From an optimization exercise on the open Yosys and OpenROAD flow, aimed at small area, a short achievable clock period and few clock cycles per item; shortcuts taken in it are not production practice. Function was not checked in any run shown here: the RTL went through the layout flow alone.

===== design.v =====
module bsm_xfade (
    input  wire        clk,
    input  wire        rst,
    input  wire        cmd_valid,
    output wire        cmd_ready,
    input  wire [11:0] cmd_len,
    input  wire        in_valid,
    output wire        in_ready,
    input  wire [15:0] in_dst,
    input  wire [15:0] in_src,
    output wire        out_valid,
    input  wire        out_ready,
    output wire [15:0] out_data
);
    localparam F   = 29;             
    localparam CT  = 14;            
    localparam K   = 3;             
    localparam NP  = F + 1;           
    localparam NC  = (NP + K - 1) / K;  
    localparam P0  = K * NC - 1;      
    localparam W   = F + 16 - CT;     
    reg        active;    
    reg [11:0] left;      
    reg        first;     
    reg        rdy_r;     
    reg [2:0]  cnt;       
    reg        ne;        
    reg [1:0]  wp, rp;    
    reg        vA, vB;    
    reg [10:0] dv;        
    reg [10:0] drem;      
    reg [F:0]  q;         
    reg [3:0]  dcnt;      
    reg [F-1:0] x;        
    reg [10:0]  r;        
    reg         rc;       
    wire cmd_fire = cmd_valid && !active;
    wire in_fire  = in_valid && rdy_r;
    wire pop      = out_ready && ne;
    assign cmd_ready = !active;
    assign in_ready  = rdy_r;
    reg [10:0] dr [0:K];
    reg [K-1:0] qb;
    reg [12:0] t;
    integer j;
    always @* begin
        dr[0] = drem;
        for (j = 0; j < K; j = j + 1) begin
            t = {1'b0, dr[j], (dcnt == NC[3:0]) && (j == P0 - F)} - {2'b0, dv};
            qb[K-1-j] = !t[12];
            dr[j+1]   = t[12] ? {dr[j][9:0], (dcnt == NC[3:0]) && (j == P0 - F)} : t[10:0];
        end
    end
    wire [11:0]  rmd = {1'b0, drem} - {1'b0, dv};           
    wire [11:0]  rn  = {1'b0, r} + (rc ? rmd : {1'b0, drem});
    wire [12:0]  rt  = {rn[11], rn} + {rmd[11], rmd};         
    wire [F+1:0] xs  = {2'b0, x} + {1'b0, q} + {{(F+1){1'b0}}, rc};
    wire [F-1:0] xn  = (xs[F+1:F] != 2'b00) ? {F{1'b1}} : xs[F-1:0];
    reg [16:0] dlA;
    reg [15:0] sA;
    wire [W-1:0] ra, rb;
    xf_mul u_mul (.dl(dlA), .x(x), .s(sA), .ra(ra), .rb(rb));
    reg [W-1:0] raB, rbB;
    wire [W-1:0] y   = raB + rbB;
    wire [15:0]  hi  = y[W-1:W-16];
    wire         zi  = (y[W-17:W-27] == 11'd0);
    wire [15:0]  res = hi + {15'd0, hi[15] & ~zi};
    reg [15:0] mem [0:3];
    assign out_valid = ne;
    assign out_data  = mem[rp];
    wire [2:0] cnt_nx = cnt - {2'b0, pop} + {2'b0, vB};
    always @(posedge clk) begin
        if (vB)
            mem[wp] <= res;
        dlA <= {in_dst[15], in_dst} - {in_src[15], in_src};
        sA  <= in_src;
        raB <= ra;
        rbB <= rb;
        if (dcnt != 4'd0) begin
            dcnt <= dcnt - 4'd1;
            drem <= dr[K];
            q    <= {q[F-K:0], qb};
        end
        if (cmd_fire) begin
            dv   <= cmd_len[10:0] - 11'd1;
            drem <= 11'd0;
            q    <= {(F+1){1'b0}};
            dcnt <= NC[3:0];
        end
        if (in_fire) begin
            if (first) begin
                x  <= {F{1'b0}};
                r  <= 11'd0;
                rc <= 1'b0;
            end else begin
                x  <= xn;
                r  <= rn[10:0];
                rc <= !rt[12];
            end
        end
        if (rst) begin
            active <= 1'b0;
            left   <= 12'd0;
            first  <= 1'b0;
            rdy_r  <= 1'b0;
            cnt    <= 3'd0;
            ne     <= 1'b0;
            wp     <= 2'd0;
            rp     <= 2'd0;
            vA     <= 1'b0;
            vB     <= 1'b0;
            dcnt   <= 4'd0;
        end else begin
            cnt <= cnt_nx;
            ne  <= (cnt_nx != 3'd0);
            if (vB) wp <= wp + 2'd1;
            if (pop) rp <= rp + 2'd1;
            vA <= in_fire;
            vB <= vA;
            if (cmd_fire) begin
                active <= (cmd_len != 12'd0);
                left   <= cmd_len;
                first  <= 1'b1;
                rdy_r  <= (cmd_len != 12'd0)
                          && ({1'b0, cnt_nx} + {3'b0, vA} < 4'd4);
            end else begin
                if (in_fire) begin
                    left   <= left - 12'd1;
                    first  <= 1'b0;
                    active <= (left != 12'd1);
                end
                rdy_r <= active && !(in_fire && left == 12'd1)
                         && ((first && !in_fire) || (dcnt == 4'd0) || (dcnt == 4'd1))
                         && ({1'b0, cnt_nx} + {3'b0, vA} + {3'b0, in_fire} < 4'd4);
            end
        end
    end
endmodule
module xf_mul (
    input  wire [16:0] dl,
    input  wire [28:0] x,
    input  wire [15:0] s,
    output wire [44:14] ra,
    output wire [44:14] rb
);
    wire [17:-1] db = {dl[16], dl, 1'b0};
    wire [29:-1] xe = {1'b0, x, 1'b0};
    wire one0 = db[0] ^ db[-1];
    wire two0 = (db[1] & ~db[0] & ~db[-1]) | (~db[1] & db[0] & db[-1]);
    wire neg0 = db[1] & ~(db[0] & db[-1]);
    wire nneg0 = ~neg0;
    wire p0_14 = ((one0 & xe[14]) | (two0 & xe[13])) ^ neg0;
    wire p0_15 = ((one0 & xe[15]) | (two0 & xe[14])) ^ neg0;
    wire p0_16 = ((one0 & xe[16]) | (two0 & xe[15])) ^ neg0;
    wire p0_17 = ((one0 & xe[17]) | (two0 & xe[16])) ^ neg0;
    wire p0_18 = ((one0 & xe[18]) | (two0 & xe[17])) ^ neg0;
    wire p0_19 = ((one0 & xe[19]) | (two0 & xe[18])) ^ neg0;
    wire p0_20 = ((one0 & xe[20]) | (two0 & xe[19])) ^ neg0;
    wire p0_21 = ((one0 & xe[21]) | (two0 & xe[20])) ^ neg0;
    wire p0_22 = ((one0 & xe[22]) | (two0 & xe[21])) ^ neg0;
    wire p0_23 = ((one0 & xe[23]) | (two0 & xe[22])) ^ neg0;
    wire p0_24 = ((one0 & xe[24]) | (two0 & xe[23])) ^ neg0;
    wire p0_25 = ((one0 & xe[25]) | (two0 & xe[24])) ^ neg0;
    wire p0_26 = ((one0 & xe[26]) | (two0 & xe[25])) ^ neg0;
    wire p0_27 = ((one0 & xe[27]) | (two0 & xe[26])) ^ neg0;
    wire p0_28 = ((one0 & xe[28]) | (two0 & xe[27])) ^ neg0;
    wire p0_29 = ((one0 & xe[29]) | (two0 & xe[28])) ^ neg0;
    wire one1 = db[2] ^ db[1];
    wire two1 = (db[3] & ~db[2] & ~db[1]) | (~db[3] & db[2] & db[1]);
    wire neg1 = db[3] & ~(db[2] & db[1]);
    wire nneg1 = ~neg1;
    wire p1_12 = ((one1 & xe[12]) | (two1 & xe[11])) ^ neg1;
    wire p1_13 = ((one1 & xe[13]) | (two1 & xe[12])) ^ neg1;
    wire p1_14 = ((one1 & xe[14]) | (two1 & xe[13])) ^ neg1;
    wire p1_15 = ((one1 & xe[15]) | (two1 & xe[14])) ^ neg1;
    wire p1_16 = ((one1 & xe[16]) | (two1 & xe[15])) ^ neg1;
    wire p1_17 = ((one1 & xe[17]) | (two1 & xe[16])) ^ neg1;
    wire p1_18 = ((one1 & xe[18]) | (two1 & xe[17])) ^ neg1;
    wire p1_19 = ((one1 & xe[19]) | (two1 & xe[18])) ^ neg1;
    wire p1_20 = ((one1 & xe[20]) | (two1 & xe[19])) ^ neg1;
    wire p1_21 = ((one1 & xe[21]) | (two1 & xe[20])) ^ neg1;
    wire p1_22 = ((one1 & xe[22]) | (two1 & xe[21])) ^ neg1;
    wire p1_23 = ((one1 & xe[23]) | (two1 & xe[22])) ^ neg1;
    wire p1_24 = ((one1 & xe[24]) | (two1 & xe[23])) ^ neg1;
    wire p1_25 = ((one1 & xe[25]) | (two1 & xe[24])) ^ neg1;
    wire p1_26 = ((one1 & xe[26]) | (two1 & xe[25])) ^ neg1;
    wire p1_27 = ((one1 & xe[27]) | (two1 & xe[26])) ^ neg1;
    wire p1_28 = ((one1 & xe[28]) | (two1 & xe[27])) ^ neg1;
    wire p1_29 = ((one1 & xe[29]) | (two1 & xe[28])) ^ neg1;
    wire one2 = db[4] ^ db[3];
    wire two2 = (db[5] & ~db[4] & ~db[3]) | (~db[5] & db[4] & db[3]);
    wire neg2 = db[5] & ~(db[4] & db[3]);
    wire nneg2 = ~neg2;
    wire p2_10 = ((one2 & xe[10]) | (two2 & xe[9])) ^ neg2;
    wire p2_11 = ((one2 & xe[11]) | (two2 & xe[10])) ^ neg2;
    wire p2_12 = ((one2 & xe[12]) | (two2 & xe[11])) ^ neg2;
    wire p2_13 = ((one2 & xe[13]) | (two2 & xe[12])) ^ neg2;
    wire p2_14 = ((one2 & xe[14]) | (two2 & xe[13])) ^ neg2;
    wire p2_15 = ((one2 & xe[15]) | (two2 & xe[14])) ^ neg2;
    wire p2_16 = ((one2 & xe[16]) | (two2 & xe[15])) ^ neg2;
    wire p2_17 = ((one2 & xe[17]) | (two2 & xe[16])) ^ neg2;
    wire p2_18 = ((one2 & xe[18]) | (two2 & xe[17])) ^ neg2;
    wire p2_19 = ((one2 & xe[19]) | (two2 & xe[18])) ^ neg2;
    wire p2_20 = ((one2 & xe[20]) | (two2 & xe[19])) ^ neg2;
    wire p2_21 = ((one2 & xe[21]) | (two2 & xe[20])) ^ neg2;
    wire p2_22 = ((one2 & xe[22]) | (two2 & xe[21])) ^ neg2;
    wire p2_23 = ((one2 & xe[23]) | (two2 & xe[22])) ^ neg2;
    wire p2_24 = ((one2 & xe[24]) | (two2 & xe[23])) ^ neg2;
    wire p2_25 = ((one2 & xe[25]) | (two2 & xe[24])) ^ neg2;
    wire p2_26 = ((one2 & xe[26]) | (two2 & xe[25])) ^ neg2;
    wire p2_27 = ((one2 & xe[27]) | (two2 & xe[26])) ^ neg2;
    wire p2_28 = ((one2 & xe[28]) | (two2 & xe[27])) ^ neg2;
    wire p2_29 = ((one2 & xe[29]) | (two2 & xe[28])) ^ neg2;
    wire one3 = db[6] ^ db[5];
    wire two3 = (db[7] & ~db[6] & ~db[5]) | (~db[7] & db[6] & db[5]);
    wire neg3 = db[7] & ~(db[6] & db[5]);
    wire nneg3 = ~neg3;
    wire p3_8 = ((one3 & xe[8]) | (two3 & xe[7])) ^ neg3;
    wire p3_9 = ((one3 & xe[9]) | (two3 & xe[8])) ^ neg3;
    wire p3_10 = ((one3 & xe[10]) | (two3 & xe[9])) ^ neg3;
    wire p3_11 = ((one3 & xe[11]) | (two3 & xe[10])) ^ neg3;
    wire p3_12 = ((one3 & xe[12]) | (two3 & xe[11])) ^ neg3;
    wire p3_13 = ((one3 & xe[13]) | (two3 & xe[12])) ^ neg3;
    wire p3_14 = ((one3 & xe[14]) | (two3 & xe[13])) ^ neg3;
    wire p3_15 = ((one3 & xe[15]) | (two3 & xe[14])) ^ neg3;
    wire p3_16 = ((one3 & xe[16]) | (two3 & xe[15])) ^ neg3;
    wire p3_17 = ((one3 & xe[17]) | (two3 & xe[16])) ^ neg3;
    wire p3_18 = ((one3 & xe[18]) | (two3 & xe[17])) ^ neg3;
    wire p3_19 = ((one3 & xe[19]) | (two3 & xe[18])) ^ neg3;
    wire p3_20 = ((one3 & xe[20]) | (two3 & xe[19])) ^ neg3;
    wire p3_21 = ((one3 & xe[21]) | (two3 & xe[20])) ^ neg3;
    wire p3_22 = ((one3 & xe[22]) | (two3 & xe[21])) ^ neg3;
    wire p3_23 = ((one3 & xe[23]) | (two3 & xe[22])) ^ neg3;
    wire p3_24 = ((one3 & xe[24]) | (two3 & xe[23])) ^ neg3;
    wire p3_25 = ((one3 & xe[25]) | (two3 & xe[24])) ^ neg3;
    wire p3_26 = ((one3 & xe[26]) | (two3 & xe[25])) ^ neg3;
    wire p3_27 = ((one3 & xe[27]) | (two3 & xe[26])) ^ neg3;
    wire p3_28 = ((one3 & xe[28]) | (two3 & xe[27])) ^ neg3;
    wire p3_29 = ((one3 & xe[29]) | (two3 & xe[28])) ^ neg3;
    wire one4 = db[8] ^ db[7];
    wire two4 = (db[9] & ~db[8] & ~db[7]) | (~db[9] & db[8] & db[7]);
    wire neg4 = db[9] & ~(db[8] & db[7]);
    wire nneg4 = ~neg4;
    wire p4_6 = ((one4 & xe[6]) | (two4 & xe[5])) ^ neg4;
    wire p4_7 = ((one4 & xe[7]) | (two4 & xe[6])) ^ neg4;
    wire p4_8 = ((one4 & xe[8]) | (two4 & xe[7])) ^ neg4;
    wire p4_9 = ((one4 & xe[9]) | (two4 & xe[8])) ^ neg4;
    wire p4_10 = ((one4 & xe[10]) | (two4 & xe[9])) ^ neg4;
    wire p4_11 = ((one4 & xe[11]) | (two4 & xe[10])) ^ neg4;
    wire p4_12 = ((one4 & xe[12]) | (two4 & xe[11])) ^ neg4;
    wire p4_13 = ((one4 & xe[13]) | (two4 & xe[12])) ^ neg4;
    wire p4_14 = ((one4 & xe[14]) | (two4 & xe[13])) ^ neg4;
    wire p4_15 = ((one4 & xe[15]) | (two4 & xe[14])) ^ neg4;
    wire p4_16 = ((one4 & xe[16]) | (two4 & xe[15])) ^ neg4;
    wire p4_17 = ((one4 & xe[17]) | (two4 & xe[16])) ^ neg4;
    wire p4_18 = ((one4 & xe[18]) | (two4 & xe[17])) ^ neg4;
    wire p4_19 = ((one4 & xe[19]) | (two4 & xe[18])) ^ neg4;
    wire p4_20 = ((one4 & xe[20]) | (two4 & xe[19])) ^ neg4;
    wire p4_21 = ((one4 & xe[21]) | (two4 & xe[20])) ^ neg4;
    wire p4_22 = ((one4 & xe[22]) | (two4 & xe[21])) ^ neg4;
    wire p4_23 = ((one4 & xe[23]) | (two4 & xe[22])) ^ neg4;
    wire p4_24 = ((one4 & xe[24]) | (two4 & xe[23])) ^ neg4;
    wire p4_25 = ((one4 & xe[25]) | (two4 & xe[24])) ^ neg4;
    wire p4_26 = ((one4 & xe[26]) | (two4 & xe[25])) ^ neg4;
    wire p4_27 = ((one4 & xe[27]) | (two4 & xe[26])) ^ neg4;
    wire p4_28 = ((one4 & xe[28]) | (two4 & xe[27])) ^ neg4;
    wire p4_29 = ((one4 & xe[29]) | (two4 & xe[28])) ^ neg4;
    wire one5 = db[10] ^ db[9];
    wire two5 = (db[11] & ~db[10] & ~db[9]) | (~db[11] & db[10] & db[9]);
    wire neg5 = db[11] & ~(db[10] & db[9]);
    wire nneg5 = ~neg5;
    wire p5_4 = ((one5 & xe[4]) | (two5 & xe[3])) ^ neg5;
    wire p5_5 = ((one5 & xe[5]) | (two5 & xe[4])) ^ neg5;
    wire p5_6 = ((one5 & xe[6]) | (two5 & xe[5])) ^ neg5;
    wire p5_7 = ((one5 & xe[7]) | (two5 & xe[6])) ^ neg5;
    wire p5_8 = ((one5 & xe[8]) | (two5 & xe[7])) ^ neg5;
    wire p5_9 = ((one5 & xe[9]) | (two5 & xe[8])) ^ neg5;
    wire p5_10 = ((one5 & xe[10]) | (two5 & xe[9])) ^ neg5;
    wire p5_11 = ((one5 & xe[11]) | (two5 & xe[10])) ^ neg5;
    wire p5_12 = ((one5 & xe[12]) | (two5 & xe[11])) ^ neg5;
    wire p5_13 = ((one5 & xe[13]) | (two5 & xe[12])) ^ neg5;
    wire p5_14 = ((one5 & xe[14]) | (two5 & xe[13])) ^ neg5;
    wire p5_15 = ((one5 & xe[15]) | (two5 & xe[14])) ^ neg5;
    wire p5_16 = ((one5 & xe[16]) | (two5 & xe[15])) ^ neg5;
    wire p5_17 = ((one5 & xe[17]) | (two5 & xe[16])) ^ neg5;
    wire p5_18 = ((one5 & xe[18]) | (two5 & xe[17])) ^ neg5;
    wire p5_19 = ((one5 & xe[19]) | (two5 & xe[18])) ^ neg5;
    wire p5_20 = ((one5 & xe[20]) | (two5 & xe[19])) ^ neg5;
    wire p5_21 = ((one5 & xe[21]) | (two5 & xe[20])) ^ neg5;
    wire p5_22 = ((one5 & xe[22]) | (two5 & xe[21])) ^ neg5;
    wire p5_23 = ((one5 & xe[23]) | (two5 & xe[22])) ^ neg5;
    wire p5_24 = ((one5 & xe[24]) | (two5 & xe[23])) ^ neg5;
    wire p5_25 = ((one5 & xe[25]) | (two5 & xe[24])) ^ neg5;
    wire p5_26 = ((one5 & xe[26]) | (two5 & xe[25])) ^ neg5;
    wire p5_27 = ((one5 & xe[27]) | (two5 & xe[26])) ^ neg5;
    wire p5_28 = ((one5 & xe[28]) | (two5 & xe[27])) ^ neg5;
    wire p5_29 = ((one5 & xe[29]) | (two5 & xe[28])) ^ neg5;
    wire one6 = db[12] ^ db[11];
    wire two6 = (db[13] & ~db[12] & ~db[11]) | (~db[13] & db[12] & db[11]);
    wire neg6 = db[13] & ~(db[12] & db[11]);
    wire nneg6 = ~neg6;
    wire p6_2 = ((one6 & xe[2]) | (two6 & xe[1])) ^ neg6;
    wire p6_3 = ((one6 & xe[3]) | (two6 & xe[2])) ^ neg6;
    wire p6_4 = ((one6 & xe[4]) | (two6 & xe[3])) ^ neg6;
    wire p6_5 = ((one6 & xe[5]) | (two6 & xe[4])) ^ neg6;
    wire p6_6 = ((one6 & xe[6]) | (two6 & xe[5])) ^ neg6;
    wire p6_7 = ((one6 & xe[7]) | (two6 & xe[6])) ^ neg6;
    wire p6_8 = ((one6 & xe[8]) | (two6 & xe[7])) ^ neg6;
    wire p6_9 = ((one6 & xe[9]) | (two6 & xe[8])) ^ neg6;
    wire p6_10 = ((one6 & xe[10]) | (two6 & xe[9])) ^ neg6;
    wire p6_11 = ((one6 & xe[11]) | (two6 & xe[10])) ^ neg6;
    wire p6_12 = ((one6 & xe[12]) | (two6 & xe[11])) ^ neg6;
    wire p6_13 = ((one6 & xe[13]) | (two6 & xe[12])) ^ neg6;
    wire p6_14 = ((one6 & xe[14]) | (two6 & xe[13])) ^ neg6;
    wire p6_15 = ((one6 & xe[15]) | (two6 & xe[14])) ^ neg6;
    wire p6_16 = ((one6 & xe[16]) | (two6 & xe[15])) ^ neg6;
    wire p6_17 = ((one6 & xe[17]) | (two6 & xe[16])) ^ neg6;
    wire p6_18 = ((one6 & xe[18]) | (two6 & xe[17])) ^ neg6;
    wire p6_19 = ((one6 & xe[19]) | (two6 & xe[18])) ^ neg6;
    wire p6_20 = ((one6 & xe[20]) | (two6 & xe[19])) ^ neg6;
    wire p6_21 = ((one6 & xe[21]) | (two6 & xe[20])) ^ neg6;
    wire p6_22 = ((one6 & xe[22]) | (two6 & xe[21])) ^ neg6;
    wire p6_23 = ((one6 & xe[23]) | (two6 & xe[22])) ^ neg6;
    wire p6_24 = ((one6 & xe[24]) | (two6 & xe[23])) ^ neg6;
    wire p6_25 = ((one6 & xe[25]) | (two6 & xe[24])) ^ neg6;
    wire p6_26 = ((one6 & xe[26]) | (two6 & xe[25])) ^ neg6;
    wire p6_27 = ((one6 & xe[27]) | (two6 & xe[26])) ^ neg6;
    wire p6_28 = ((one6 & xe[28]) | (two6 & xe[27])) ^ neg6;
    wire p6_29 = ((one6 & xe[29]) | (two6 & xe[28])) ^ neg6;
    wire one7 = db[14] ^ db[13];
    wire two7 = (db[15] & ~db[14] & ~db[13]) | (~db[15] & db[14] & db[13]);
    wire neg7 = db[15] & ~(db[14] & db[13]);
    wire nneg7 = ~neg7;
    wire p7_0 = ((one7 & xe[0]) | (two7 & xe[-1])) ^ neg7;
    wire p7_1 = ((one7 & xe[1]) | (two7 & xe[0])) ^ neg7;
    wire p7_2 = ((one7 & xe[2]) | (two7 & xe[1])) ^ neg7;
    wire p7_3 = ((one7 & xe[3]) | (two7 & xe[2])) ^ neg7;
    wire p7_4 = ((one7 & xe[4]) | (two7 & xe[3])) ^ neg7;
    wire p7_5 = ((one7 & xe[5]) | (two7 & xe[4])) ^ neg7;
    wire p7_6 = ((one7 & xe[6]) | (two7 & xe[5])) ^ neg7;
    wire p7_7 = ((one7 & xe[7]) | (two7 & xe[6])) ^ neg7;
    wire p7_8 = ((one7 & xe[8]) | (two7 & xe[7])) ^ neg7;
    wire p7_9 = ((one7 & xe[9]) | (two7 & xe[8])) ^ neg7;
    wire p7_10 = ((one7 & xe[10]) | (two7 & xe[9])) ^ neg7;
    wire p7_11 = ((one7 & xe[11]) | (two7 & xe[10])) ^ neg7;
    wire p7_12 = ((one7 & xe[12]) | (two7 & xe[11])) ^ neg7;
    wire p7_13 = ((one7 & xe[13]) | (two7 & xe[12])) ^ neg7;
    wire p7_14 = ((one7 & xe[14]) | (two7 & xe[13])) ^ neg7;
    wire p7_15 = ((one7 & xe[15]) | (two7 & xe[14])) ^ neg7;
    wire p7_16 = ((one7 & xe[16]) | (two7 & xe[15])) ^ neg7;
    wire p7_17 = ((one7 & xe[17]) | (two7 & xe[16])) ^ neg7;
    wire p7_18 = ((one7 & xe[18]) | (two7 & xe[17])) ^ neg7;
    wire p7_19 = ((one7 & xe[19]) | (two7 & xe[18])) ^ neg7;
    wire p7_20 = ((one7 & xe[20]) | (two7 & xe[19])) ^ neg7;
    wire p7_21 = ((one7 & xe[21]) | (two7 & xe[20])) ^ neg7;
    wire p7_22 = ((one7 & xe[22]) | (two7 & xe[21])) ^ neg7;
    wire p7_23 = ((one7 & xe[23]) | (two7 & xe[22])) ^ neg7;
    wire p7_24 = ((one7 & xe[24]) | (two7 & xe[23])) ^ neg7;
    wire p7_25 = ((one7 & xe[25]) | (two7 & xe[24])) ^ neg7;
    wire p7_26 = ((one7 & xe[26]) | (two7 & xe[25])) ^ neg7;
    wire p7_27 = ((one7 & xe[27]) | (two7 & xe[26])) ^ neg7;
    wire p7_28 = ((one7 & xe[28]) | (two7 & xe[27])) ^ neg7;
    wire p7_29 = ((one7 & xe[29]) | (two7 & xe[28])) ^ neg7;
    wire one8 = db[16] ^ db[15];
    wire two8 = (db[17] & ~db[16] & ~db[15]) | (~db[17] & db[16] & db[15]);
    wire neg8 = db[17] & ~(db[16] & db[15]);
    wire nneg8 = ~neg8;
    wire p8_0 = ((one8 & xe[0]) | (two8 & xe[-1])) ^ neg8;
    wire p8_1 = ((one8 & xe[1]) | (two8 & xe[0])) ^ neg8;
    wire p8_2 = ((one8 & xe[2]) | (two8 & xe[1])) ^ neg8;
    wire p8_3 = ((one8 & xe[3]) | (two8 & xe[2])) ^ neg8;
    wire p8_4 = ((one8 & xe[4]) | (two8 & xe[3])) ^ neg8;
    wire p8_5 = ((one8 & xe[5]) | (two8 & xe[4])) ^ neg8;
    wire p8_6 = ((one8 & xe[6]) | (two8 & xe[5])) ^ neg8;
    wire p8_7 = ((one8 & xe[7]) | (two8 & xe[6])) ^ neg8;
    wire p8_8 = ((one8 & xe[8]) | (two8 & xe[7])) ^ neg8;
    wire p8_9 = ((one8 & xe[9]) | (two8 & xe[8])) ^ neg8;
    wire p8_10 = ((one8 & xe[10]) | (two8 & xe[9])) ^ neg8;
    wire p8_11 = ((one8 & xe[11]) | (two8 & xe[10])) ^ neg8;
    wire p8_12 = ((one8 & xe[12]) | (two8 & xe[11])) ^ neg8;
    wire p8_13 = ((one8 & xe[13]) | (two8 & xe[12])) ^ neg8;
    wire p8_14 = ((one8 & xe[14]) | (two8 & xe[13])) ^ neg8;
    wire p8_15 = ((one8 & xe[15]) | (two8 & xe[14])) ^ neg8;
    wire p8_16 = ((one8 & xe[16]) | (two8 & xe[15])) ^ neg8;
    wire p8_17 = ((one8 & xe[17]) | (two8 & xe[16])) ^ neg8;
    wire p8_18 = ((one8 & xe[18]) | (two8 & xe[17])) ^ neg8;
    wire p8_19 = ((one8 & xe[19]) | (two8 & xe[18])) ^ neg8;
    wire p8_20 = ((one8 & xe[20]) | (two8 & xe[19])) ^ neg8;
    wire p8_21 = ((one8 & xe[21]) | (two8 & xe[20])) ^ neg8;
    wire p8_22 = ((one8 & xe[22]) | (two8 & xe[21])) ^ neg8;
    wire p8_23 = ((one8 & xe[23]) | (two8 & xe[22])) ^ neg8;
    wire p8_24 = ((one8 & xe[24]) | (two8 & xe[23])) ^ neg8;
    wire p8_25 = ((one8 & xe[25]) | (two8 & xe[24])) ^ neg8;
    wire p8_26 = ((one8 & xe[26]) | (two8 & xe[25])) ^ neg8;
    wire p8_27 = ((one8 & xe[27]) | (two8 & xe[26])) ^ neg8;
    wire p8_28 = ((one8 & xe[28]) | (two8 & xe[27])) ^ neg8;
    wire s1, c2;
    assign {c2, s1} = p0_14 + p1_12;
    wire s3, c4;
    assign {c4, s3} = p0_15 + p1_13;
    wire s5, c6;
    assign {c6, s5} = p0_16 + p1_14 + p2_12;
    wire s7, c8;
    assign {c8, s7} = p0_17 + p1_15 + p2_13;
    wire s9, c10;
    assign {c10, s9} = p0_18 + p1_16;
    wire s11, c12;
    assign {c12, s11} = p0_19 + p1_17;
    wire s13, c14;
    assign {c14, s13} = p0_20 + p1_18;
    wire s15, c16;
    assign {c16, s15} = p0_21 + p1_19;
    wire s17, c18;
    assign {c18, s17} = p0_22 + p1_20;
    wire s19, c20;
    assign {c20, s19} = p0_23 + p1_21;
    wire s21, c22;
    assign {c22, s21} = p0_24 + p1_22;
    wire s23, c24;
    assign {c24, s23} = p0_25 + p1_23;
    wire s25, c26;
    assign {c26, s25} = p0_26 + p1_24;
    wire s27, c28;
    assign {c28, s27} = p0_27 + p1_25;
    wire s29, c30;
    assign {c30, s29} = p0_28 + p1_26;
    wire s31, c32;
    assign {c32, s31} = p0_29 + p1_27 + p2_25;
    wire s33, c34;
    assign {c34, s33} = nneg0 + p1_28 + p2_26;
    wire s35, c36;
    assign {c36, s35} = p3_24 + p4_22;
    wire s37, c38;
    assign {c38, s37} = p1_29 + p2_27 + p3_25;
    wire s39, c40;
    assign {c40, s39} = p4_23 + p5_21;
    wire s41, c42;
    assign {c42, s41} = nneg1 + p2_28 + p3_26;
    wire s43, c44;
    assign {c44, s43} = p2_29 + p3_27;
    wire s45, c46;
    assign {c46, s45} = s1 + p2_10 + p3_8;
    wire s47, c48;
    assign {c48, s47} = p4_6 + p5_4;
    wire s49, c50;
    assign {c50, s49} = c2 + s3 + p2_11;
    wire s51, c52;
    assign {c52, s51} = p3_9 + p4_7 + p5_5;
    wire s53, c54;
    assign {c54, s53} = p6_3 + p7_1;
    wire s55, c56;
    assign {c56, s55} = c4 + s5 + p3_10;
    wire s57, c58;
    assign {c58, s57} = p4_8 + p5_6 + p6_4;
    wire s59, c60;
    assign {c60, s59} = p7_2 + p8_0 + neg8;
    wire s61, c62;
    assign {c62, s61} = c6 + s7 + p3_11;
    wire s63, c64;
    assign {c64, s63} = p4_9 + p5_7 + p6_5;
    wire s65, c66;
    assign {c66, s65} = p7_3 + p8_1 + 1'b1;
    wire s67, c68;
    assign {c68, s67} = c8 + s9 + p2_14;
    wire s69, c70;
    assign {c70, s69} = p3_12 + p4_10 + p5_8;
    wire s71, c72;
    assign {c72, s71} = p6_6 + p7_4 + p8_2;
    wire s73, c74;
    assign {c74, s73} = c10 + s11 + p2_15;
    wire s75, c76;
    assign {c76, s75} = p3_13 + p4_11 + p5_9;
    wire s77, c78;
    assign {c78, s77} = p6_7 + p7_5 + p8_3;
    wire s79, c80;
    assign {c80, s79} = c12 + s13 + p2_16;
    wire s81, c82;
    assign {c82, s81} = p3_14 + p4_12 + p5_10;
    wire s83, c84;
    assign {c84, s83} = p6_8 + p7_6 + p8_4;
    wire s85, c86;
    assign {c86, s85} = c14 + s15 + p2_17;
    wire s87, c88;
    assign {c88, s87} = p3_15 + p4_13 + p5_11;
    wire s89, c90;
    assign {c90, s89} = p6_9 + p7_7 + p8_5;
    wire s91, c92;
    assign {c92, s91} = c16 + s17 + p2_18;
    wire s93, c94;
    assign {c94, s93} = p3_16 + p4_14 + p5_12;
    wire s95, c96;
    assign {c96, s95} = p6_10 + p7_8 + p8_6;
    wire s97, c98;
    assign {c98, s97} = c18 + s19 + p2_19;
    wire s99, c100;
    assign {c100, s99} = p3_17 + p4_15 + p5_13;
    wire s101, c102;
    assign {c102, s101} = p6_11 + p7_9 + p8_7;
    wire s103, c104;
    assign {c104, s103} = c20 + s21 + p2_20;
    wire s105, c106;
    assign {c106, s105} = p3_18 + p4_16 + p5_14;
    wire s107, c108;
    assign {c108, s107} = p6_12 + p7_10 + p8_8;
    wire s109, c110;
    assign {c110, s109} = c22 + s23 + p2_21;
    wire s111, c112;
    assign {c112, s111} = p3_19 + p4_17 + p5_15;
    wire s113, c114;
    assign {c114, s113} = p6_13 + p7_11 + p8_9;
    wire s115, c116;
    assign {c116, s115} = c24 + s25 + p2_22;
    wire s117, c118;
    assign {c118, s117} = p3_20 + p4_18 + p5_16;
    wire s119, c120;
    assign {c120, s119} = p6_14 + p7_12 + p8_10;
    wire s121, c122;
    assign {c122, s121} = c26 + s27 + p2_23;
    wire s123, c124;
    assign {c124, s123} = p3_21 + p4_19 + p5_17;
    wire s125, c126;
    assign {c126, s125} = p6_15 + p7_13 + p8_11;
    wire s127, c128;
    assign {c128, s127} = c28 + s29 + p2_24;
    wire s129, c130;
    assign {c130, s129} = p3_22 + p4_20 + p5_18;
    wire s131, c132;
    assign {c132, s131} = p6_16 + p7_14 + p8_12;
    wire s133, c134;
    assign {c134, s133} = c30 + s31 + p3_23;
    wire s135, c136;
    assign {c136, s135} = p4_21 + p5_19 + p6_17;
    wire s137, c138;
    assign {c138, s137} = p7_15 + p8_13 + s[0];
    wire s139, c140;
    assign {c140, s139} = c32 + s33 + s35;
    wire s141, c142;
    assign {c142, s141} = p5_20 + p6_18 + p7_16;
    wire s143, c144;
    assign {c144, s143} = p8_14 + s[1] + 1'b1;
    wire s145, c146;
    assign {c146, s145} = c34 + c36 + s37;
    wire s147, c148;
    assign {c148, s147} = s39 + p6_19 + p7_17;
    wire s149, c150;
    assign {c150, s149} = p8_15 + s[2] + 1'b1;
    wire s151, c152;
    assign {c152, s151} = c38 + c40 + s41;
    wire s153, c154;
    assign {c154, s153} = p4_24 + p5_22 + p6_20;
    wire s155, c156;
    assign {c156, s155} = p7_18 + p8_16 + s[3];
    wire s157, c158;
    assign {c158, s157} = c42 + s43 + p4_25;
    wire s159, c160;
    assign {c160, s159} = p5_23 + p6_21 + p7_19;
    wire s161, c162;
    assign {c162, s161} = p8_17 + s[4] + 1'b1;
    wire s163, c164;
    assign {c164, s163} = c44 + nneg2 + p3_28;
    wire s165, c166;
    assign {c166, s165} = p4_26 + p5_24 + p6_22;
    wire s167, c168;
    assign {c168, s167} = p7_20 + p8_18 + s[5];
    wire s169, c170;
    assign {c170, s169} = p3_29 + p4_27 + p5_25;
    wire s171, c172;
    assign {c172, s171} = p6_23 + p7_21 + p8_19;
    wire s173, c174;
    assign {c174, s173} = s[6] + 1'b1;
    wire s175, c176;
    assign {c176, s175} = nneg3 + p4_28 + p5_26;
    wire s177, c178;
    assign {c178, s177} = p6_24 + p7_22 + p8_20;
    wire s179, c180;
    assign {c180, s179} = p4_29 + p5_27 + p6_25;
    wire s181, c182;
    assign {c182, s181} = p7_23 + p8_21;
    wire s183, c184;
    assign {c184, s183} = nneg4 + p5_28 + p6_26;
    wire s185, c186;
    assign {c186, s185} = p5_29 + p6_27;
    wire s187, c188;
    assign {c188, s187} = s45 + s47 + p6_2;
    wire s189, c190;
    assign {c190, s189} = c46 + c48 + s49;
    wire s191, c192;
    assign {c192, s191} = s51 + s53;
    wire s193, c194;
    assign {c194, s193} = c50 + c52 + c54;
    wire s195, c196;
    assign {c196, s195} = s55 + s57 + s59;
    wire s197, c198;
    assign {c198, s197} = c56 + c58 + c60;
    wire s199, c200;
    assign {c200, s199} = s61 + s63 + s65;
    wire s201, c202;
    assign {c202, s201} = c62 + c64 + c66;
    wire s203, c204;
    assign {c204, s203} = s67 + s69 + s71;
    wire s205, c206;
    assign {c206, s205} = c68 + c70 + c72;
    wire s207, c208;
    assign {c208, s207} = s73 + s75 + s77;
    wire s209, c210;
    assign {c210, s209} = c74 + c76 + c78;
    wire s211, c212;
    assign {c212, s211} = s79 + s81 + s83;
    wire s213, c214;
    assign {c214, s213} = c80 + c82 + c84;
    wire s215, c216;
    assign {c216, s215} = s85 + s87 + s89;
    wire s217, c218;
    assign {c218, s217} = c86 + c88 + c90;
    wire s219, c220;
    assign {c220, s219} = s91 + s93 + s95;
    wire s221, c222;
    assign {c222, s221} = c92 + c94 + c96;
    wire s223, c224;
    assign {c224, s223} = s97 + s99 + s101;
    wire s225, c226;
    assign {c226, s225} = c98 + c100 + c102;
    wire s227, c228;
    assign {c228, s227} = s103 + s105 + s107;
    wire s229, c230;
    assign {c230, s229} = c104 + c106 + c108;
    wire s231, c232;
    assign {c232, s231} = s109 + s111 + s113;
    wire s233, c234;
    assign {c234, s233} = c110 + c112 + c114;
    wire s235, c236;
    assign {c236, s235} = s115 + s117 + s119;
    wire s237, c238;
    assign {c238, s237} = c116 + c118 + c120;
    wire s239, c240;
    assign {c240, s239} = s121 + s123 + s125;
    wire s241, c242;
    assign {c242, s241} = c122 + c124 + c126;
    wire s243, c244;
    assign {c244, s243} = s127 + s129 + s131;
    wire s245, c246;
    assign {c246, s245} = c128 + c130 + c132;
    wire s247, c248;
    assign {c248, s247} = s133 + s135 + s137;
    wire s249, c250;
    assign {c250, s249} = c134 + c136 + c138;
    wire s251, c252;
    assign {c252, s251} = s139 + s141 + s143;
    wire s253, c254;
    assign {c254, s253} = c140 + c142 + c144;
    wire s255, c256;
    assign {c256, s255} = s145 + s147 + s149;
    wire s257, c258;
    assign {c258, s257} = c146 + c148 + c150;
    wire s259, c260;
    assign {c260, s259} = s151 + s153 + s155;
    wire s261, c262;
    assign {c262, s261} = c152 + c154 + c156;
    wire s263, c264;
    assign {c264, s263} = s157 + s159 + s161;
    wire s265, c266;
    assign {c266, s265} = c158 + c160 + c162;
    wire s267, c268;
    assign {c268, s267} = s163 + s165 + s167;
    wire s269, c270;
    assign {c270, s269} = c164 + c166 + c168;
    wire s271, c272;
    assign {c272, s271} = s169 + s171 + s173;
    wire s273, c274;
    assign {c274, s273} = c170 + c172 + c174;
    wire s275, c276;
    assign {c276, s275} = s175 + s177 + s[7];
    wire s277, c278;
    assign {c278, s277} = c176 + c178 + s179;
    wire s279, c280;
    assign {c280, s279} = s181 + s[8] + 1'b1;
    wire s281, c282;
    assign {c282, s281} = c180 + c182 + s183;
    wire s283, c284;
    assign {c284, s283} = p7_24 + p8_22 + s[9];
    wire s285, c286;
    assign {c286, s285} = c184 + s185 + p7_25;
    wire s287, c288;
    assign {c288, s287} = p8_23 + s[10] + 1'b1;
    wire s289, c290;
    assign {c290, s289} = c186 + nneg5 + p6_28;
    wire s291, c292;
    assign {c292, s291} = p7_26 + p8_24 + s[11];
    wire s293, c294;
    assign {c294, s293} = p6_29 + p7_27 + p8_25;
    wire s295, c296;
    assign {c296, s295} = s[12] + 1'b1;
    wire s297, c298;
    assign {c298, s297} = nneg6 + p7_28 + p8_26;
    wire s299, c300;
    assign {c300, s299} = p7_29 + p8_27;
    wire s301, c302;
    assign {c302, s301} = s187 + p7_0;
    wire s303, c304;
    assign {c304, s303} = c188 + s189 + s191;
    wire s305, c306;
    assign {c306, s305} = c190 + c192 + s193;
    wire s307, c308;
    assign {c308, s307} = c194 + c196 + s197;
    wire s309, c310;
    assign {c310, s309} = c198 + c200 + s201;
    wire s311, c312;
    assign {c312, s311} = c202 + c204 + s205;
    wire s313, c314;
    assign {c314, s313} = c206 + c208 + s209;
    wire s315, c316;
    assign {c316, s315} = c210 + c212 + s213;
    wire s317, c318;
    assign {c318, s317} = c214 + c216 + s217;
    wire s319, c320;
    assign {c320, s319} = c218 + c220 + s221;
    wire s321, c322;
    assign {c322, s321} = c222 + c224 + s225;
    wire s323, c324;
    assign {c324, s323} = c226 + c228 + s229;
    wire s325, c326;
    assign {c326, s325} = c230 + c232 + s233;
    wire s327, c328;
    assign {c328, s327} = c234 + c236 + s237;
    wire s329, c330;
    assign {c330, s329} = c238 + c240 + s241;
    wire s331, c332;
    assign {c332, s331} = c242 + c244 + s245;
    wire s333, c334;
    assign {c334, s333} = c246 + c248 + s249;
    wire s335, c336;
    assign {c336, s335} = c250 + c252 + s253;
    wire s337, c338;
    assign {c338, s337} = c254 + c256 + s257;
    wire s339, c340;
    assign {c340, s339} = c258 + c260 + s261;
    wire s341, c342;
    assign {c342, s341} = c262 + c264 + s265;
    wire s343, c344;
    assign {c344, s343} = c266 + c268 + s269;
    wire s345, c346;
    assign {c346, s345} = c270 + c272 + s273;
    wire s347, c348;
    assign {c348, s347} = c274 + c276 + s277;
    wire s349, c350;
    assign {c350, s349} = c278 + c280 + s281;
    wire s351, c352;
    assign {c352, s351} = c282 + c284 + s285;
    wire s353, c354;
    assign {c354, s353} = c286 + c288 + s289;
    wire s355, c356;
    assign {c356, s355} = c290 + c292 + s293;
    wire s357, c358;
    assign {c358, s357} = c294 + c296 + s297;
    wire s359, c360;
    assign {c360, s359} = c298 + s299 + s[14];
    wire s361, c362;
    assign {c362, s361} = c300 + nneg7 + p8_28;
    wire s363, c364;
    assign {c364, s363} = s301 + neg7;
    wire s365, c366;
    assign {c366, s365} = c302 + s303 + 1'b1;
    wire s367, c368;
    assign {c368, s367} = c304 + s305 + s195;
    wire s369, c370;
    assign {c370, s369} = c306 + s307 + s199;
    wire s371, c372;
    assign {c372, s371} = c308 + s309 + s203;
    wire s373, c374;
    assign {c374, s373} = c310 + s311 + s207;
    wire s375, c376;
    assign {c376, s375} = c312 + s313 + s211;
    wire s377, c378;
    assign {c378, s377} = c314 + s315 + s215;
    wire s379, c380;
    assign {c380, s379} = c316 + s317 + s219;
    wire s381, c382;
    assign {c382, s381} = c318 + s319 + s223;
    wire s383, c384;
    assign {c384, s383} = c320 + s321 + s227;
    wire s385, c386;
    assign {c386, s385} = c322 + s323 + s231;
    wire s387, c388;
    assign {c388, s387} = c324 + s325 + s235;
    wire s389, c390;
    assign {c390, s389} = c326 + s327 + s239;
    wire s391, c392;
    assign {c392, s391} = c328 + s329 + s243;
    wire s393, c394;
    assign {c394, s393} = c330 + s331 + s247;
    wire s395, c396;
    assign {c396, s395} = c332 + s333 + s251;
    wire s397, c398;
    assign {c398, s397} = c334 + s335 + s255;
    wire s399, c400;
    assign {c400, s399} = c336 + s337 + s259;
    wire s401, c402;
    assign {c402, s401} = c338 + s339 + s263;
    wire s403, c404;
    assign {c404, s403} = c340 + s341 + s267;
    wire s405, c406;
    assign {c406, s405} = c342 + s343 + s271;
    wire s407, c408;
    assign {c408, s407} = c344 + s345 + s275;
    wire s409, c410;
    assign {c410, s409} = c346 + s347 + s279;
    wire s411, c412;
    assign {c412, s411} = c348 + s349 + s283;
    wire s413, c414;
    assign {c414, s413} = c350 + s351 + s287;
    wire s415, c416;
    assign {c416, s415} = c352 + s353 + s291;
    wire s417, c418;
    assign {c418, s417} = c354 + s355 + s295;
    wire s419, c420;
    assign {c420, s419} = c356 + s357 + s[13];
    wire s421, c422;
    assign {c422, s421} = c358 + s359 + 1'b1;
    wire s423, c424;
    assign {c424, s423} = c360 + s361 + s[15];
    wire [44:0] rA = {c422, c420, c418, c416, c414, c412, c410, c408, c406, c404, c402, c400, c398, c396, c394, c392, c390, c388, c386, c384, c382, c380, c378, c376, c374, c372, c370, c368, c366, c364, s363, 1'b0, 1'b0, 1'b0, 1'b0, 1'b0, 1'b0, 1'b0, 1'b0, 1'b0, 1'b0, 1'b0, 1'b0, 1'b0, 1'b0};
    wire [44:0] rB = {s423, s421, s419, s417, s415, s413, s411, s409, s407, s405, s403, s401, s399, s397, s395, s393, s391, s389, s387, s385, s383, s381, s379, s377, s375, s373, s371, s369, s367, s365, 1'b1, 1'b0, 1'b0, 1'b0, 1'b0, 1'b0, 1'b0, 1'b0, 1'b0, 1'b0, 1'b0, 1'b0, 1'b0, 1'b0, 1'b0};
    assign ra = rA[44:14];
    assign rb = rB[44:14];
endmodule

===== run.sh =====
#!/bin/bash
# synth_recipe.tcl (not shown) runs the flow's synth.tcl, then flattens the netlist and writes it again
# the make line also repeats each setting of config.mk as NAME=value (left out here)
make -C /OpenROAD-flow-scripts/flow DESIGN_CONFIG=/design/flow/config.mk WORK_HOME=/design/flow/orfs CLKGATE_MAP_FILE= SYNTH_SCRIPT=/design/flow/synth_recipe.tcl finish

===== config.mk =====
export PLATFORM = sky130hd
export DESIGN_NAME = bsm_xfade
export DESIGN_NICKNAME = bsm_xfade
export VERILOG_FILES = /design/flow/design.v
export SDC_FILE = /design/flow/constraint.sdc
export NUM_CORES = 4
export LEC_CHECK = 0
export CAP_MARGIN = 20
export CORE_MARGIN = 2
export CORE_UTILIZATION = 40
export PLACE_DENSITY = 0.6
export SLEW_MARGIN = 20

===== constraint.sdc =====
create_clock -name core_clock -period 10.0 [get_ports {clk}]
set_input_delay 2.0000 -clock core_clock [delete_from_list [all_inputs] [get_ports {clk}]]
set_output_delay 2.0000 -clock core_clock [all_outputs]
set_load 0.01 [all_outputs]

==> reports/results.ini, run 1 <==
[min_path]
hold_path_class=reg -> reg

[floorplanning]
die_area_mm2=0.0632
core_region_area_mm2=0.0605
initial_core_util=0.405
ios=68
fp.dieW_um=251
core.rowCount=90
chipHeight_um=251

[synth]
synth_simple_gate_area_frac=0.103
synth_mux_area_frac=0.0346
synth-adder-area-share=0.247
synth_xor_area_frac=0.113
synth_commonest_cells=inv_1 (274), ha_1 (190), fa_1 (183)
ys_types=76
synth.avg_cell_area_um2=9.59
postSynthCellCount=2555
netlist.area_leader.share=0.150
yosysMostFrequentCell=inv_1
synth_ff_type=dfxtp_1
synthArstFlopShare=0
yosys.area.top_type=fa_1
ys_warn_count=2
ys_seq_area_frac=0.278
synth_top_family_by_area=adder cells
synth_nets=2977
synth_edf_count=116
syn_area_mm2=0.0245
ys_ff_latch=282
ys_top_cells_by_area=fa_1 (15%), edfxtp_1 (14%), dfxtp_1 (14%)
synth_compound_area_frac=0.159

[grt]
met2_usage=0.325
grt-busiest-layer=met2
gr-usage-met1=0.256
grt_pass1_wl_um=98400
grt_pass1_vias=18600
use_met3=0.0266
grt_max_degree=57
antenna_found_initial=0
overflow=0
grt_usage=0.192

[setup_path]
startpoint_type=flip-flop
worstPathRequired_ns=10.46
cp_slowest_stage_delay_ns=0.74
crit_arrival_ns=9.17
critPathSlowestCell=a311oi_4
end_kind=flip-flop
cp_max_fo=13
path_class=reg -> reg

[detailed_routing]
drc_errors=0
drtAntennaViolNets=0
drt_iter0_drc=1178
wl_um=60300
viasPerCell=5.42
dr.pass1.iters=6
wl_per_cell_um=18.0
vias=18100

[clock_network]
cts_setup_buffers=0
cts_buffers=35
root_buffer=clkbuf_16
cts.hold.buffers_added=0
cts.reportedPaths.clkPinSlew_ns=0.06
cts.sinks=282
cts_tree=yes
clk_latency_ns=0.56
clock_path_buffers=3
post_cts_resize_count=0
htreeDepth=2

[finish]
drive_gt1_frac=0.0600
nFillCells=5633
area_growth_pct=10.4
antenna_cells=0
finalNetCount=2961

[sta]
setup_violations=0
skew_ns=0.0259
timing.final.crit_share=0.871
hold_viol=0
setup_tns_ns=0
slew_viol_final=0
fmax_ghz=0.115
worst_pin_slew_ns=1.09
period_minus_slack_ns=8.71
slew_headroom=0.271
rsz0062_at_grt=no

[run_status]
status=timing/DRC/antenna clean

[run]
drv_cap=0

[placed_design]
port_buffers=67
hpwl_um=43700
gp_congestion=0.822

==> kinds of logic (layout without fill, tap and decap cells) <==
family | count (synthesis) | after routing
simple gates | 524 | 524
flops | 282 | 282
mux | 61 | 61
compound gates | 578 | 578
buf+inv | 420 | 430
fa+ha+maj | 373 | 373
xor+xnor | 317 | 317
==> state kept, by name, summed over array words and instances (netlist names), 11 cells and up, named ones only <==
signal / count
mem: 64
rbB: 30
dv: 11
sA: 16
drem: 11
raB: 31
q: 30
x: 29
r: 11
left: 12
dlA: 17
==> worst max-delay path: cells and delay by family (launching register included) <==
kind	cells	cell delay, ns
buffers and inverters	1	0.06
DFF	1	0.44
muxes	4	1.21
adders and majority gates	4	1.19
and+or+nand+nor	5	1.16
AOI/OAI and AO/OA	17	4.52
==> placed cells by master (no fill, tap or decap), types with 10 or more instances in the layout <==
| cell type | Yosys | final |
|---|---|---|
| inv_1 | 274 | 273 |
| ha_1 | 190 | 189 |
| fa_1 | 183 | 183 |
| xnor2_1 | 171 | 171 |
| dfxtp_1 | 166 | 165 |
| a22oi_1 | 163 | 163 |
| nand2_1 | 159 | 159 |
| xor2_1 | 146 | 146 |
| a21oi_1 | 139 | 139 |
| nor2_1 | 122 | 121 |
| edfxtp_1 | 116 | 116 |
| o21ai_0 | 80 | 77 |
| clkdlybuf4s50_1 | 0 | 66 |
| nor2b_1 | 55 | 51 |
| a21o_1 | 39 | 39 |
| nand2b_1 | 39 | 39 |
| clkbuf_16 | 0 | 38 |
| nor3_1 | 37 | 37 |
| nand3_1 | 32 | 32 |
| a211oi_1 | 28 | 28 |
| mux2_2 | 25 | 25 |
| buf_4 | 1 | 23 |
| mux2i_1 | 18 | 18 |
| a21boi_0 | 16 | 16 |
| mux4_2 | 16 | 16 |
| o21a_1 | 14 | 14 |
| a31oi_1 | 13 | 13 |
| o21bai_1 | 11 | 11 |
| or3_1 | 10 | 10 |
| nand3b_1 | 10 | 10 |
==> metrics by stage <==
step,cell area [um^2],std cells,setup WS [ns],hold WS (ns),utilization
after CTS,27000,3346,1.32,0.475,0.447
after global placement,25800,3283,1.50,0.456,0.427
after floorplan,24500,2555,2.69,0.436,-
after detailed placement,25800,3283,1.38,0.467,0.427
after global routing,27100,3347,0.638,0.481,0.447
final,27100,3347,1.29,0.466,0.447
==> per-layer routing <==
layer,up-vias,wire length (um)
met3,89,3180
met4,0,1230
li1,8761,-
met5,-,0
met2,473,28500
met1,8808,27300
==> final timing paths <==
path                            depth (start not counted)  startpoint  slack, ns       to
worst max-delay path                                   31     dcnt[2]       1.29  drem[6]
worst min-delay path                                    2       q[28]       0.47    q[28]
worst max register to register                         31     dcnt[2]       1.29  drem[6]
worst min register to register                          2       q[28]       0.47    q[28]
==> cell type report <==
cell class / count / area (um^2) / share of cell area
tap: 782 / 978 / 0.0362
multi-input combinational: 1853 / 16100 / 0.596
timing repair buffer: 91 / 866 / 0.0320
clock inverter: 22 / 262 / 0.00966
inverter: 276 / 1040 / 0.0383
clock buffer: 41 / 982 / 0.0363
sequential: 282 / 6810 / 0.252
==> inputs of run 2 (changes only) <==
--- a/design.v
+++ b/design.v
@@ -33,2 +33,3 @@
     reg [3:0]  dcnt;      
+    reg        dfirst;    
     reg [F-1:0] x;        
@@ -48,5 +49,5 @@
         for (j = 0; j < K; j = j + 1) begin
-            t = {1'b0, dr[j], (dcnt == NC[3:0]) && (j == P0 - F)} - {2'b0, dv};
+            t = {1'b0, dr[j], dfirst && (j == P0 - F)} - {2'b0, dv};
             qb[K-1-j] = !t[12];
-            dr[j+1]   = t[12] ? {dr[j][9:0], (dcnt == NC[3:0]) && (j == P0 - F)} : t[10:0];
+            dr[j+1]   = t[12] ? {dr[j][9:0], dfirst && (j == P0 - F)} : t[10:0];
         end
@@ -83,2 +84,3 @@
         end
+        dfirst <= cmd_fire;
         if (cmd_fire) begin
--- a/config.mk
+++ b/config.mk
@@ -7,2 +7,3 @@
 export LEC_CHECK = 0
+export ABC_CLOCK_PERIOD_IN_PS = 5000
 export CAP_MARGIN = 20
@@ -11,2 +12,3 @@
 export PLACE_DENSITY = 0.6
+export SETUP_SLACK_MARGIN = 5
 export SLEW_MARGIN = 20
==> reports/results.ini, run 2 <==
[run_status]
status=timing/DRC/antenna clean

[placed_design]
gp_congestion=0.842
placed_cell_area_mm2=0.0259
dp_cells=3294
port_buffers=67
hpwl_um=45200

[synth]
ys_top_cells_by_area=fa_1 (15%), edfxtp_1 (14%), dfxtp_1 (14%)
yosys.area.top_type=fa_1
ys_seq_area_frac=0.278
yosysMostFrequentCell=inv_1
synth.avg_cell_area_um2=9.57
postSynthCellCount=2563
ys_warn_count=2
synth_commonest_cells=inv_1 (273), ha_1 (190), fa_1 (183)
ys_ff_latch=283
netlist.area_leader.share=0.149
synth_nets=2985
syn_area_mm2=0.0245
synth_edf_count=116
synthArstFlopShare=0
synth_ff_type=dfxtp_1
ys_types=89

[detailed_routing]
vias=18600
drc_errors=0
wl_um=62400
drt_iter0_drc=1381
drtAntennaViolNets=0
wl_per_cell_um=18.3
dr.pass1.iters=6
viasPerCell=5.47

[sta]
rsz0062_at_grt=yes
slew_headroom=0.246
period_minus_slack_ns=6.28
fmax_ghz=0.159
hold_viol=0
slew_viol_final=0
worst_pin_slew_ns=1.13
setup_violations=0
worst_hold_slack_ns=0.473
timing.final.crit_share=0.628
setup_tns_ns=0
skew_ns=0.0248

[finish]
fin_cells=3404
drive_gt1_frac=0.103
fin_area_mm2=0.0278
top_register=mem
antenna_cells=0
final_core_util=0.460
largest_reg_flops=64
area_growth_pct=13.2
final_common_cell=inv_1
top_regs=mem: 64 flops, raB: 31 flops
finalNetCount=3018
mostFrequentLayoutCells=inv_1 (271), fa_1 (180), ha_1 (178), xnor2_1 (171), dfxtp_1 (167)

[clock_network]
cts_buffers=35
htreeDepth=2
root_buffer=clkbuf_16
cts.sinks=283
clk_latency_ns=0.56
cts_tree=yes
cts.reportedPaths.clkPinSlew_ns=0.06
cts.hold.buffers_added=0
clock_path_buffers=3

[grt]
grt_max_degree=52
overflow=0
antenna_found_initial=1
grt_usage=0.198
grt_pass1_vias=19000
grt_pass1_wl_um=101000

[min_path]
hold_path_class=reg -> reg
worstHoldStart=q[28]
whs_path_depth=2

[setup_path]
cp_max_fo=8
crit_arrival_ns=6.70
crit_top_cell=a21o_1
worstPathRequired_ns=10.42
end_kind=flip-flop
critPathSlowestCell=a221o_2
reg2reg_depth=30
critPathLaunch=dv[0]
cp_slowest_stage_delay_ns=0.46
path_class=reg -> reg
startpoint_type=flip-flop
r2r-start=dv[0]

[floorplanning]
core_region_area_mm2=0.0605
die_area_mm2=0.0633
core.rowCount=90
ios=68
initial_core_util=0.406
chipHeight_um=252
fp.dieW_um=252

[run]
drv_cap=0

[run 2: cell count changes after synthesis, sizes merged, moves of 12 or more]
cell    previous run  this run
xor2             146       160
nor3              37        49
o211ai             5        17
clkbuf           120       108
o21ai             84        97
nand2b            39        26
[run 2: cells by family (layout without fill, tap and decap cells)]
family	after synthesis	in the layout	synth area share
AND/OR/NAND/NOR	518	518	0.102
flip-flops	283	283	0.278
XOR/XNOR	332	332	0.119
buffers and inverters	418	476	0.0650
adder cells (fa/ha/maj)	373	373	0.246
multiplexers	49	49	0.0293
AO/OA/AOI/OAI	590	591	0.161
[run 2: final timing paths]
path	slack [ns]	end
max	3.72	drem[9]
min	0.47	q[28]
max reg2reg	3.72	drem[9]
min reg2reg	0.47	q[28]
[run 2: per-layer routing]
| layer | track usage | part of all wire |
|---|---|---|
| met4 | 0.0524 | 0.020 |
| met3 | 0.0304 | 0.056 |
| met5 | 0 | 0.00021 |
| met2 | 0.318 | 0.45 |
| met1 | 0.278 | 0.47 |
[run 2: cell type report]
cell class / count / area [um^2]
Clock inverter: 19 / 140
Clock buffer: 44 / 961
Fill cell: 5589 / 32700
Sequential cell: 283 / 6830
Inverter: 278 / 1050
Timing Repair Buffer: 135 / 1240
Tap cell: 782 / 978
Multi-Input combinational cell: 1863 / 16600
[run 2: worst max-delay path, delay by kind of cell, from the launching register on]
family | cells | cell delay [ns]
AOI/OAI and AO/OA | 16 | 2.86
adders and majority gates | 4 | 1.03
buffers and inverters | 2 | 0.24
DFF | 1 | 0.40
muxes | 2 | 0.59
and+or+nand+nor | 6 | 1.02
[run 2: what timing repair did]
| action | 4_1_cts | 5_1_grt |
|---|---|---|
| pin swaps | 30 | 35 |
| cloned | 0 | 1 |
| resized for setup | 42 | 56 |
| endpoints found under the setup margin | 38 | 70 |
| setup buffers | 23 | 22 |
[run 2: through the flow]
step	setup WS [ns]
after floorplan	3.70
after global placement	2.47
after detailed placement	2.41
after CTS	3.66
after global routing	3.42
final	3.72
==> inputs of run 3 (changes only) <==
--- a/design.v
+++ b/design.v
@@ -25,6 +25,4 @@
     reg        rdy_r;     
-    reg [2:0]  cnt;       
-    reg        ne;        
-    reg [1:0]  wp, rp;    
-    reg        vA, vB;    
+    reg [1:0]  nf;        
+    reg        vA;        
     reg [10:0] dv;        
@@ -39,3 +37,3 @@
     wire in_fire  = in_valid && rdy_r;
-    wire pop      = out_ready && ne;
+    wire pop      = out_ready && (nf != 2'd0);
     assign cmd_ready = !active;
@@ -63,4 +61,3 @@
     xf_mul u_mul (.dl(dlA), .x(x), .s(sA), .ra(ra), .rb(rb));
-    reg [W-1:0] raB, rbB;
-    wire [W-1:0] y   = raB + rbB;
+    wire [W-1:0] y   = ra + rb;
     wire [15:0]  hi  = y[W-1:W-16];
@@ -68,13 +65,21 @@
     wire [15:0]  res = hi + {15'd0, hi[15] & ~zi};
-    reg [15:0] mem [0:3];
-    assign out_valid = ne;
-    assign out_data  = mem[rp];
-    wire [2:0] cnt_nx = cnt - {2'b0, pop} + {2'b0, vB};
+    reg [15:0] e0, e1, e2;
+    assign out_valid = (nf != 2'd0);
+    assign out_data  = e0;
+    wire [1:0] nf_pop = nf - {1'b0, pop};
+    wire [1:0] nf_nx  = nf_pop + {1'b0, vA};
     always @(posedge clk) begin
-        if (vB)
-            mem[wp] <= res;
+        if (pop) begin
+            e0 <= e1;
+            e1 <= e2;
+        end
+        if (vA) begin
+            case (nf_pop)
+                2'd0: e0 <= res;
+                2'd1: e1 <= res;
+                default: e2 <= res;
+            endcase
+        end
         dlA <= {in_dst[15], in_dst} - {in_src[15], in_src};
         sA  <= in_src;
-        raB <= ra;
-        rbB <= rb;
         if (dcnt != 4'd0) begin
@@ -107,16 +112,8 @@
             rdy_r  <= 1'b0;
-            cnt    <= 3'd0;
-            ne     <= 1'b0;
-            wp     <= 2'd0;
-            rp     <= 2'd0;
+            nf     <= 2'd0;
             vA     <= 1'b0;
-            vB     <= 1'b0;
             dcnt   <= 4'd0;
         end else begin
-            cnt <= cnt_nx;
-            ne  <= (cnt_nx != 3'd0);
-            if (vB) wp <= wp + 2'd1;
-            if (pop) rp <= rp + 2'd1;
+            nf <= nf_nx;
             vA <= in_fire;
-            vB <= vA;
             if (cmd_fire) begin
@@ -126,3 +123,3 @@
                 rdy_r  <= (cmd_len != 12'd0)
-                          && ({1'b0, cnt_nx} + {3'b0, vA} < 4'd4);
+                          && (nf_nx != 2'd3);
             end else begin
@@ -135,3 +132,3 @@
                          && ((first && !in_fire) || (dcnt == 4'd0) || (dcnt == 4'd1))
-                         && ({1'b0, cnt_nx} + {3'b0, vA} + {3'b0, in_fire} < 4'd4);
+                         && ({1'b0, nf_nx} + {2'b0, in_fire} < 3'd3);
             end
==> reports/results.ini, run 3 <==
[setup_path]
crit_top_cell=ha_4
critPathSlowestCell=fa_1
startpoint_type=flip-flop
cp_max_fo=6
crit_arrival_ns=7.55
critPathLaunch=dlA[3]
reg2reg_depth=30
end_kind=flip-flop
cp_slowest_stage_delay_ns=0.56
worstPathRequired_ns=10.38
r2r-start=dlA[3]
path_class=reg -> reg

[sta]
worst_hold_slack_ns=0.470
setup_tns_ns=0
skew_ns=0.0203
period_minus_slack_ns=7.17
slew_viol_final=0
hold_viol=0
setup_violations=0
timing.final.crit_share=0.717
slew_headroom=0.314
fmax_ghz=0.139
rsz0062_at_grt=yes
worst_pin_slew_ns=1.03

[finish]
regArea_mm2=0.00466
drive_gt1_frac=0.192
multi_input_area_mm2=0.0178
final_common_cell=inv_1
fin_area_mm2=0.0276
nFillCells=5269
area_growth_pct=22.1
top_regs=q: 30 flops, x: 29 flops, dlA: 17 flops
finalNetCount=3150
antenna_cells=0
largest_reg_flops=30
final_core_util=0.492
mostFrequentLayoutCells=inv_1 (267), nand2_1 (177), buf_4 (177), a21oi_1 (176), xor2_1 (168)
top_register=q

[clock_network]
cts_buffers=17
clock_path_buffers=2
cts.sinks=197
root_buffer=clkbuf_16
cts.reportedPaths.clkPinSlew_ns=0.08
cts_tree=yes
clk_latency_ns=0.49
htreeDepth=4

[min_path]
whs_path_depth=2
worstHoldStart=q[27]
hold_path_class=reg -> reg

[floorplanning]
die_area_mm2=0.0585
ios=68
initial_core_util=0.403
chipHeight_um=242
core.rowCount=87
fp.dieW_um=242
core_region_area_mm2=0.0562

[placed_design]
gp_congestion=0.905
placed_cell_area_mm2=0.0242
port_buffers=67
hpwl_um=46000

[detailed_routing]
wl_per_cell_um=19.1
maxUsedRoutingLayer=met4
route.met2.wl_um=32300
drtAntennaViolNets=0
drc_errors=0
drt_iter0_drc=1489
route.met3.wl_um=4060
vias=19400
dr.pass1.iters=8
wl_um=67000
wl_met1_um=28200
viasPerCell=5.55

[synth]
ys_ff_latch=197
postSynthCellCount=2585
synth.avg_cell_area_um2=8.76
yosysMostFrequentCell=inv_1
synth_nets=3002
synth_ff_type=dfxtp_1
ys_top_cells_by_area=fa_1 (16%), dfxtp_1 (11%), ha_1 (10%)
synth_commonest_cells=inv_1 (275), a21oi_1 (194), ha_1 (186)
netlist.area_leader.share=0.161
ys_warn_count=2
ys_seq_area_frac=0.204
syn_area_mm2=0.0226
synth_edf_count=68
yosys.area.top_type=fa_1
synthArstFlopShare=0
ys_types=88

[grt]
overflow=0
grt_pass1_wl_um=105000
grt_usage=0.223
grt_pass1_vias=19500
antenna_found_initial=0
grt_max_degree=51

[run_status]
status=timing/DRC/antenna clean

[run]
drv_cap=0

[run 3: cell count changes after synthesis, sizes merged, moves of 16 or more]
cell,change
a21oi,+53
clkbuf,+17
dfxtp,-38
edfxtp,-48
mux4,-16
nand2,+28
nor3,-20
xnor2,-23
[run 3: kinds of logic (layout without fill, tap and decap cells)]
| kind of cell | Yosys count | count (layout) | share of synthesized area |
|---|---|---|---|
| simple gates | 553 | 556 | 0.118 |
| xor+xnor | 323 | 323 | 0.125 |
| flops | 197 | 197 | 0.204 |
| mux | 49 | 49 | 0.0230 |
| fa+ha+maj | 368 | 368 | 0.264 |
| buf+inv | 435 | 591 | 0.0728 |
| compound gates | 660 | 661 | 0.193 |
[run 3: layer usage]
metal,global-route usage,up-vias
li1,-,9170
met1,0.281,9462
met2,0.375,641
met3,0.0452,172
met4,0.0842,0
met5,0,-
[run 3: worst paths after layout]
path	end	slack, ns
max	e1[12]	2.83
min reg2reg	q[27]	0.47
max reg2reg	e1[12]	2.83
min	q[27]	0.47
[run 3: cell type report]
type	count	area share
Multi-Input combinational cell	1957	0.643
Sequential cell	197	0.169
Timing Repair Buffer	283	0.0952
Inverter	277	0.0381
Tap cell	756	0.0342
Clock buffer	17	0.0154
Clock inverter	14	0.00579
[run 3: critical path, delay by kind of cell (launching register included)]
family                     cells  cell delay (ns)
and+or+nand+nor                5             0.99
adders and majority gates      9             3.25
DFF                            1             0.39
buffers and inverters          5             0.47
xor gates and xnor gates       1             0.12
AOI/OAI and AO/OA              8             1.37
muxes                          2             0.53
[run 3: timing repair]
item | 4_1_cts | 5_1_grt
cloned | 9 | 1
pin swaps | 81 | 72
setup buffers | 152 | 35
endpoints found under the setup margin | 60 | 94
resized for setup | 196 | 71
hold buffers | 0 | 0
[run 3: metrics by stage]
stage          worst slack, ns  cells
2_1_floorplan             2.92   2585
3_3_place_gp              1.92   3273
6_report                  2.83   3501
5_1_grt                   2.59   3501
4_1_cts                   2.91   3465
3_5_place_dp              1.72   3273

## separate check: timing with driven ports
In the flow no input, the clock included, has a driving cell. The finished layouts below were timed again as built, in two steps.
Step 1 sets driving cells, clkbuf_16 on the clock port and buf_2 on the other inputs (assumed; they add their load-dependent delay and slew).
Step 2, shift: input delay + t, output delay - t, t = (earliest + latest rising clock arrival at the registers) / 2. This alone moves slack from input paths to output paths.
Three values: ideal, step 1, step 2; two values: the first two.
run | t (ns) | setup WS [ns] | clock arrival spread, ns | worst register clock-pin slew, ns | pins driven straight from the clock port
run 1 | 0.604 | 1.289 / 1.289 / 1.289 | 0.026 / 0.026 | 0.07 / 0.07 | 1
run 2 | 0.605 | 3.724 / 3.724 / 3.724 | 0.025 / 0.025 | 0.06 / 0.06 | 1
run 3 | 0.542 | 2.828 / 2.828 / 2.828 | 0.024 / 0.025 | 0.09 / 0.09 | 1
After both steps setup and hold are still met in every run listed.
